This is an optimization exercise on Yosys and OpenROAD, whose aim is a short achievable clock period and few clock cycles, not a production implementation. The RTL was checked by simulation tests, not by an equivalence proof against the original design.

== before ==
==> flow/design.v (excerpt) <==
module adc16_tapcal (
    input  wire         clk,
    input  wire         rst,           
    input  wire         start,         
    input  wire [7:0]   cfg_deskew,    
    input  wire [15:0]  cfg_iter,      
    input  wire [15:0]  cfg_snaplen,   
    output wire         busy,
    output reg          done,          
    output reg          done_err,      
    output reg          ev_valid,
    input  wire         ev_ready,
    output reg  [1:0]   ev_op,         
    output reg  [4:0]   ev_tap,
    output reg  [7:0]   ev_mask,
    input  wire         smp_valid,
    input  wire [31:0]  smp_data,
    input  wire         cap_fail,
    output reg          err_valid,
    output reg  [4:0]   err_tap,
    output wire [255:0] err_count,     
    output wire [63:0]  cal_result,    
    output wire [255:0] good_map,      
    output reg          heur_slip
);
Settings: LEC_CHECK=0, ABC_CLOCK_PERIOD_IN_PS=3000, CAP_MARGIN=20, CORE_MARGIN=2, CORE_UTILIZATION=40, SLEW_MARGIN=20; clock period 22.0 ns.
standard.sh (not shown) runs the stock make flow with config.mk's settings and CLKGATE_MAP_FILE= SYNTH_SCRIPT=/design/flow/synth_recipe.tcl, a recipe that flattens the netlist after the stock synthesis.
==> flow/flow/run.sh <==
#!/bin/bash
set -euo pipefail
bash standard.sh SETUP_SLACK_MARGIN=17 finish > flow_make.log 2>&1
Testbench counts of before, summed over its fixed seeds: cycles 198,242.
The inputs of after differ from those of before as listed below.
diff --git a/flow/design.v b/flow/design.v
--- a/flow/design.v
+++ b/flow/design.v
@@ -23,20 +23,21 @@
     output wire [255:0] good_map,      
     output reg          heur_slip
 );
     localparam OP_SETTAP  = 2'd0;
     localparam OP_BITSLIP = 2'd1;
     localparam OP_CAPTURE = 2'd2;
     localparam K_NONE    = 2'd0;
     localparam K_TAP     = 2'd1;
     localparam K_EMPTY   = 2'd2;
     localparam K_WRAPPED = 2'd3;
+    localparam WRAP_SPAN = 5'd16;
     localparam P_IDLE    = 3'd0;
     localparam P_PROBE0  = 3'd1;
     localparam P_PROBE31 = 3'd2;
     localparam P_SWEEP   = 3'd3;
     localparam P_DECIDE  = 3'd4;
     localparam P_APPLY   = 3'd5;
     reg        busy_r;
     reg [2:0]  phase;
     reg        started;      
     reg        incap;        
@@ -55,23 +56,24 @@
     reg [7:0]  pend;         
     reg        bv;
     reg        bpar;
     reg        bfin;         
     reg [31:0] bd;
     reg        clr_q;
     reg        capf;
     reg [31:0] acc  [0:7];
     reg [7:0]  z;            
     reg [31:0] gmap [0:7];
-    reg [5:0]  ngood [0:7];
+    reg [7:0]  anyg;         
+    reg [7:0]  oddg;         
+    reg [7:0]  wrap;         
     reg [4:0]  lo   [0:7];
-    reg [4:0]  hi   [0:7];
     reg [4:0]  mid  [0:7];
     reg [1:0]  ckind [0:7];
     reg [4:0]  ctap  [0:7];
     assign busy = busy_r;
     genvar g;
     generate
         for (g = 0; g < 8; g = g + 1) begin : g_out
             assign err_count [32*g +: 32] = acc[g];
             assign good_map  [32*g +: 32] = gmap[g];
             assign cal_result[8*g  +: 8]  = {ckind[g], 1'b0, ctap[g]};
@@ -174,27 +176,28 @@
             incap    <= 1'b0;
         end else begin
             if (started) begin
                 itrem     <= iter;
                 lasti     <= (iter == 16'd1);
                 tapcnt    <= 5'd0;
                 tapoh     <= 32'd1;
                 straddle  <= 1'b0;
                 heur_slip <= 1'b0;
                 pend      <= 8'd0;
+                anyg      <= 8'd0;
+                oddg      <= 8'd0;
+                wrap      <= 8'd0;
                 for (k = 0; k < 8; k = k + 1) begin
                     gmap[k]  <= 32'd0;
                     ckind[k] <= K_NONE;
                     ctap[k]  <= 5'd0;
-                    ngood[k] <= 6'd0;
                     lo[k]    <= 5'd0;
-                    hi[k]    <= 5'd0;
                     mid[k]   <= 5'd0;
                 end
             end
             if (taken && phase != P_APPLY) begin
                 case (ev_op)
                 OP_CAPTURE: begin
                     ev_valid <= 1'b0;
                     incap    <= 1'b1;
                     if (!lasti) begin
                         ev_op <= OP_CAPTURE;
@@ -245,40 +248,43 @@
                 end
                 default: begin  
                     err_valid <= 1'b1;
                     tapcnt    <= tapcnt + 5'd1;
                     tapoh     <= {tapoh[30:0], tapoh[31]};
                     if (tapcnt == 5'd31)
                         phase <= P_DECIDE;
                     for (k = 0; k < 8; k = k + 1) begin
                         gmap[k] <= gmap[k] | (tapoh & {32{znext[k]}});
                         if (znext[k]) begin
-                            hi[k]    <= tapcnt;
-                            ngood[k] <= ngood[k] + 6'd1;
-                            if (ngood[k] == 6'd0) begin
+                            anyg[k] <= 1'b1;
+                            oddg[k] <= ~oddg[k];
+                            if (!anyg[k]) begin
                                 lo[k]  <= tapcnt;
                                 mid[k] <= tapcnt;
-                            end else if (ngood[k][0]) begin
-                                mid[k] <= next_above(gmap[k] | tapoh, mid[k]);
+                            end else begin
+                                if (tapcnt - lo[k] > WRAP_SPAN)
+                                    wrap[k] <= 1'b1;
+                                if (oddg[k])
+                                    mid[k] <= next_above(gmap[k] | tapoh, mid[k]);
                             end
                         end
                     end
                 end
                 endcase
             end
             if (phase == P_DECIDE) begin
                 for (k = 0; k < 8; k = k + 1) begin
-                    if (ngood[k] == 6'd0) begin
+                    if (!anyg[k]) begin
                         ckind[k] <= K_EMPTY;
                         ctap[k]  <= 5'd0;
                         pend[k]  <= 1'b0;
-                    end else if (hi[k] - lo[k] > 5'd16) begin
+                    end else if (wrap[k]) begin
                         ckind[k] <= K_WRAPPED;
                         ctap[k]  <= 5'd0;
                         pend[k]  <= 1'b0;
                     end else begin
                         ckind[k] <= K_TAP;
                         ctap[k]  <= mid[k];
                         pend[k]  <= 1'b1;
                     end
                 end
                 phase       <= P_APPLY;
## What came out
Summary of after over before: share of synthesized area occupied by flip-flops and latches picked up an extra 0.20 points, non-clock buffer instance count of the final layout lost 4.8%, setup slack picked up an extra 29 ps. Summary of after over before: area used by multi-input combinational logic went down; synthesis-to-layout area growth went up. after against before: routed wire length fell by about 8%; final worst clock skew fell by 8.0 ps. Against before, after reports a maximum clock frequency that is higher. What after reported for register bit count reported by yosys has to be multiplied by 1.07 to get the figure for before. Relative to before, share of the core filled with cells in the final layout has increased by 0.47 points in after.
Testbench counts of after, summed over its fixed seeds: cycles 198,242.

-- re-timing with driven ports --
The results above use ideal ports. As a check the final layouts listed here were re-extracted and re-timed, cells and wires unchanged. Step 1 (the two cells are an assumption about what drives the block):
set clk [get_ports {clk}]
set_driving_cell -lib_cell sky130_fd_sc_hd__clkbuf_16 $clk
set_driving_cell -lib_cell sky130_fd_sc_hd__buf_2 [delete_from_list [all_inputs] $clk]
Step 2 also shifts input and output timing later by t, the mid clock arrival at the registers, as if the neighbouring blocks saw the same clock. Three values: ideal, step 1, step 2; two values: the first two.
run	t (ns)	setup WS [ns]	hold slack, ns	worst slew at a driven data input, ns
before	0.776	16.335 / 16.254 / 16.193	0.365 / 0.365 / 0.365	0.09
after	0.770	16.364 / 16.290 / 16.093	0.372 / 0.372 / 0.372	0.24
After both steps setup and hold are still met in every run listed. For after, which loses most, drivers alone change the setup slack by -0.074 ns; drivers and shift together by -0.271 ns.
